Background: an optimization exercise with open tools, aiming at small area. Do not read the settings as production practice. Where RTL was checked, it was by simulation tests only, not by an equivalence proof against the original. Power figures rest on the tool's default switching activity, not on a simulated workload.

the baseline:
## s6afb
module s6afb (
    input  wire        clk,
    input  wire [31:0] tick,
    input  wire        init_stb,
    input  wire [3:0]  init_tag,
    input  wire        rx_stb,
    input  wire [3:0]  rx_tag,
    input  wire [7:0]  rx_data,
    input  wire        issue_stb,
    input  wire [7:0]  issue_reg,
    input  wire [15:0] issue_val,
    input  wire        drive_stb,
    input  wire        wd_stb,
    output wire        issue_busy,
    output reg         rx_arm,
    output wire        tx_stb,
    output wire [39:0] tx_data,
    output wire [15:0] acc_x,
    output wire [15:0] acc_y,
    output wire [15:0] acc_z,
    output wire [15:0] gyro_x,
    output wire [15:0] gyro_y,
    output wire [15:0] gyro_z,
    output wire [15:0] angle_x,
    output wire [15:0] angle_y,
    output wire [15:0] angle_z,
    output wire [15:0] mag_x,
    output wire [15:0] mag_y,
    output wire [15:0] mag_z,
    output wire [15:0] temp,
    output wire [15:0] volt,
    output wire [15:0] version,
    output wire [31:0] last_frame_ts,
    output wire [31:0] angle_period,
    output wire [87:0] echo
);
    reg  [3:0] cfg_tag;
    wire       rx_take = rx_stb && (rx_tag == cfg_tag);
    wire       wd_restart;
    wire [31:0] tick_z = init_stb ? 32'd0 : tick;
    wire [31:0] angle_ts, tx_ts, wd_restart_ts;
    wire [31:0] nt_a = ~(({32{rx_stb}} & angle_ts) | ({32{wd_stb}} & last_frame_ts));
    wire [18:0] d_a;
    wire        c19_a, hi0_a;
    s6afb_elapsed #(.LO(19)) u_ela (
        .now(tick_z), .nt(nt_a), .d(d_a), .cout(c19_a), .hi_zero(hi0_a));
    wire [31:0] nt_b = ~(({32{drive_stb}} & tx_ts) | ({32{wd_stb}} & wd_restart_ts));
    wire [6:0]  d_b;
    wire        c7_b, hi0_b;
    s6afb_elapsed #(.LO(7)) u_elb (
  ...
Size: roughly 1,200 cells after synthesis, about 590 flip-flops, ~22,000 µm² of cells after synthesis.
Settings: LEC_CHECK=0, CAP_MARGIN=20, CORE_MARGIN=2, CORE_UTILIZATION=60, SLEW_MARGIN=20; clock period 10.0 ns.
standard.sh (not shown) runs the stock make flow with config.mk's settings and CLKGATE_MAP_FILE= SYNTH_SCRIPT=/design/flow/synth_recipe.tcl, a recipe that flattens the netlist after the stock synthesis.
==> flow/flow/run.sh <==
#!/bin/bash
set -euo pipefail
bash standard.sh \
  BUFFER_PORTS_ARGS="-buffer_cell sky130_fd_sc_hd__buf_1" \
  CTS_ARGS="-sink_clustering_enable -repair_clock_nets -dont_use_dummy_load -buf_list sky130_fd_sc_hd__clkbuf_8" \
  finish > make_finish.log 2>&1
> inputs changed (the baseline -> the candidate)
==> flow/flow/run.sh <==
#!/bin/bash
set -euo pipefail
bash standard.sh \
  BUFFER_PORTS_ARGS="-buffer_cell sky130_fd_sc_hd__buf_1" \
  CTS_ARGS="-sink_clustering_enable -repair_clock_nets -dont_use_dummy_load -buf_list sky130_fd_sc_hd__clkbuf_4" \
  finish > make_finish.log 2>&1
[summary]
- Compared with the baseline, the candidate shows number of clock buffer instances in the layout higher by 60%.
- Looking only at worst-skew pair later-pin latency, and setting everything else aside, the higher value of the candidate and the baseline goes to the candidate.
- Delta (the candidate minus the baseline): share of the core filled with cells decreased 0.42 points, setup slack increased 0.16 ns.
Function was not checked in any run of this note: the RTL went through the layout flow alone.

* * *

s6afb, a different RTL version from the one above (not shown whole).
Size: ~590 flip-flops, about 0.022 sq mm of cells after synthesis.
Settings: LEC_CHECK=0, CAP_MARGIN=20, CORE_MARGIN=2, CORE_UTILIZATION=60, SLEW_MARGIN=20; clock period 10.0 ns.
run.sh (not shown) runs the stock make flow with config.mk's settings and CLKGATE_MAP_FILE= SYNTH_SCRIPT=/design/flow/synth_recipe.tcl, a recipe that flattens the netlist after the stock synthesis.
Stock flow here: none of the scripts above is used.
The baseline went through all stages and came out clean.
Then changed:
==> flow/flow/run.sh (new file) <==
#!/bin/bash
set -euo pipefail
bash standard.sh \
  BUFFER_PORTS_ARGS="-buffer_cell sky130_fd_sc_hd__buf_1" \
  CTS_ARGS="-sink_clustering_enable -repair_clock_nets -dont_use_dummy_load" \
  finish > make_finish.log 2>&1
==> flow/standard.sh (new file) <==
#!/bin/bash
# synth_recipe.tcl (not shown) runs the flow's synth.tcl, then flattens the netlist and writes it again
# the make line also repeats each setting of config.mk as NAME=value (left out here)
make -C /OpenROAD-flow-scripts/flow DESIGN_CONFIG=/design/flow/config.mk WORK_HOME=/design/flow/orfs CLKGATE_MAP_FILE= SYNTH_SCRIPT=/design/flow/synth_recipe.tcl "${@:-finish}"
CTS_BUF_LIST = sky130_fd_sc_hd__clkbuf_4 sky130_fd_sc_hd__clkbuf_8   (was not set)
removed: flow/run.sh
After rerunning:
- The changed run completed with no timing, DRC or antenna violations
- cell count goes down by 2.0%
- via count drops by about 2.7%
- clock skew came out higher by 46 ps
- area after synthesis is unchanged
- core utilization drops by 9.1 points
- clock-buffer cell count went down by 14
- power decreases by about 7%

* * *

Setup of try-pepper:
Another version of the RTL of s6afb (not shown whole).
Size: roughly 1,200 cells after synthesis, about 590 flip-flops, ~510 I/O pins, about 0.022 mm2 of cells after synthesis.
Settings: LEC_CHECK=0, CAP_MARGIN=0, CORE_MARGIN=2, CORE_UTILIZATION=75, SLEW_MARGIN=0; clock period 10.0 ns.
standard.sh (not shown) runs the stock make flow with config.mk's settings and CLKGATE_MAP_FILE= SYNTH_SCRIPT=/design/flow/synth_recipe.tcl, a recipe that flattens the netlist after the stock synthesis.
==> flow/flow/run.sh <==
#!/bin/bash
# The standard layout (standard.sh, which runs ORFS from synthesis to
# finish), with two changes that only make the layout smaller:
#  - every input and output port gets the smallest buffer, buf_1;
#  - the clock tree uses clkbuf_4 in clusters of at most 10 flip-flops and
#    no dummy loads.
# The make run's full output goes to make_finish.log in this folder; ORFS
# also keeps each step's log under orfs/logs.
set -euo pipefail
bash standard.sh \
  BUFFER_PORTS_ARGS="-buffer_cell sky130_fd_sc_hd__buf_1" \
  CTS_ARGS="-sink_clustering_enable -repair_clock_nets -dont_use_dummy_load -buf_list sky130_fd_sc_hd__clkbuf_4 -sink_clustering_size 10 -sink_clustering_max_diameter 40" \
  SKIP_REPAIR_TIE_FANOUT=1 \
  finish > make_finish.log 2>&1
## Diff of input files: try-ember against try-pepper
- GPL_ROUTABILITY_DRIVEN newly set to 0
- GPL_TIMING_DRIVEN newly set to 0
==> flow/flow/run.sh <==
#!/bin/bash
# The standard layout (standard.sh, which runs ORFS from synthesis to
# finish), with two changes that only make the layout smaller:
#  - every input and output port gets the smallest buffer, buf_1;
#  - the clock tree uses clkbuf_8 in clusters of at most 16 flip-flops and
#    no dummy loads.
# The make run's full output goes to make_finish.log in this folder; ORFS
# also keeps each step's log under orfs/logs.
set -euo pipefail
bash standard.sh \
  BUFFER_PORTS_ARGS="-buffer_cell sky130_fd_sc_hd__buf_1" \
  CTS_ARGS="-sink_clustering_enable -repair_clock_nets -dont_use_dummy_load -buf_list sky130_fd_sc_hd__clkbuf_8 -sink_clustering_size 16 -sink_clustering_max_diameter 50" \
  finish > make_finish.log 2>&1
Notes after the runs:
The run showing the greater static power due to leakage is try-ember.
Diff try-pepper -> try-ember: combinational fraction of design power rose by 0.8 points, achievable clock frequency fell by 2.4%, proportion of synthesized flip-flops having asynchronous set or reset stayed essentially flat, hold slack rose by 35 ps.
Comparing met3 usage in global routing for try-pepper and try-ember, the bigger number came from try-ember.
Setup WNS try-pepper -> try-ember: worse
diff inputs: try-ember => try-delta
- GPL_TIMING_DRIVEN no longer set, was 0
- GPL_ROUTABILITY_DRIVEN no longer set, was 0
diff --git a/flow/flow/run.sh b/flow/flow/run.sh
--- a/flow/flow/run.sh
+++ b/flow/flow/run.sh
@@ -10,4 +10,4 @@
 bash standard.sh \
   BUFFER_PORTS_ARGS="-buffer_cell sky130_fd_sc_hd__buf_1" \
-  CTS_ARGS="-sink_clustering_enable -repair_clock_nets -dont_use_dummy_load -buf_list sky130_fd_sc_hd__clkbuf_8 -sink_clustering_size 16 -sink_clustering_max_diameter 50" \
+  CTS_ARGS="-sink_clustering_enable -repair_clock_nets -dont_use_dummy_load -buf_list sky130_fd_sc_hd__clkbuf_4 -sink_clustering_size 10 -sink_clustering_max_diameter 40" \
   finish > make_finish.log 2>&1
==> run summary <==
Lower final worst slack goes to try-ember over try-delta.
Per the comparison of try-delta with try-ember, wire length now smaller, cell area went down about 2.8%.

## afterwards: timing with drivers on the ports
The results above use ideal ports. As a check the final layouts listed here were re-extracted and re-timed, cells and wires unchanged.
Step 1 sets driving cells, clkbuf_16 on the clock port and buf_2 on the other inputs (assumed; they add their load-dependent delay and slew).
Step 2 times the ports against the registers' clock, not the clock port: input delays grow and output delays shrink by t, the midpoint of the rising clock arrivals with the driver on.
Slacks: ideal / step 1 / step 2; pairs: ideal / step 1.
run | t (ns) | setup slack, ns | clock arrival spread, ns | slew at the worst register clock pin (ns) | worst slew at a driven data input, ns
the baseline | 0.672 | 1.090 / 1.104 / 0.431 | 0.061 / 0.061 | 0.06 / 0.06 | 0.12
the candidate | 0.818 | 1.251 / 1.265 / 0.447 | 0.074 / 0.074 | 0.07 / 0.07 | 0.12
the first run of note 2 | 0.649 | 0.254 / 0.201 / 0.850 | 0.018 / 0.019 | 0.07 / 0.07 | 0.09
the second run of note 2 | 0.627 | 0.277 / 0.222 / 0.849 | 0.063 / 0.063 | 0.06 / 0.06 | 0.08
try-pepper | 0.720 | 0.427 / 0.453 / -0.266 | 0.099 / 0.099 | 0.11 / 0.11 | 0.16
try-ember | 0.603 | 0.192 / 0.211 / -0.392 | 0.068 / 0.068 | 0.10 / 0.10 | 0.12
try-delta | 0.728 | 0.608 / 0.618 / -0.109 | 0.085 / 0.085 | 0.11 / 0.11 | 0.14
Met with ideal ports but missed after step 2: setup timing in try-pepper, try-ember and try-delta. For the candidate, which loses most, drivers alone change the setup slack by +0.014 ns; drivers and shift together by -0.804 ns.
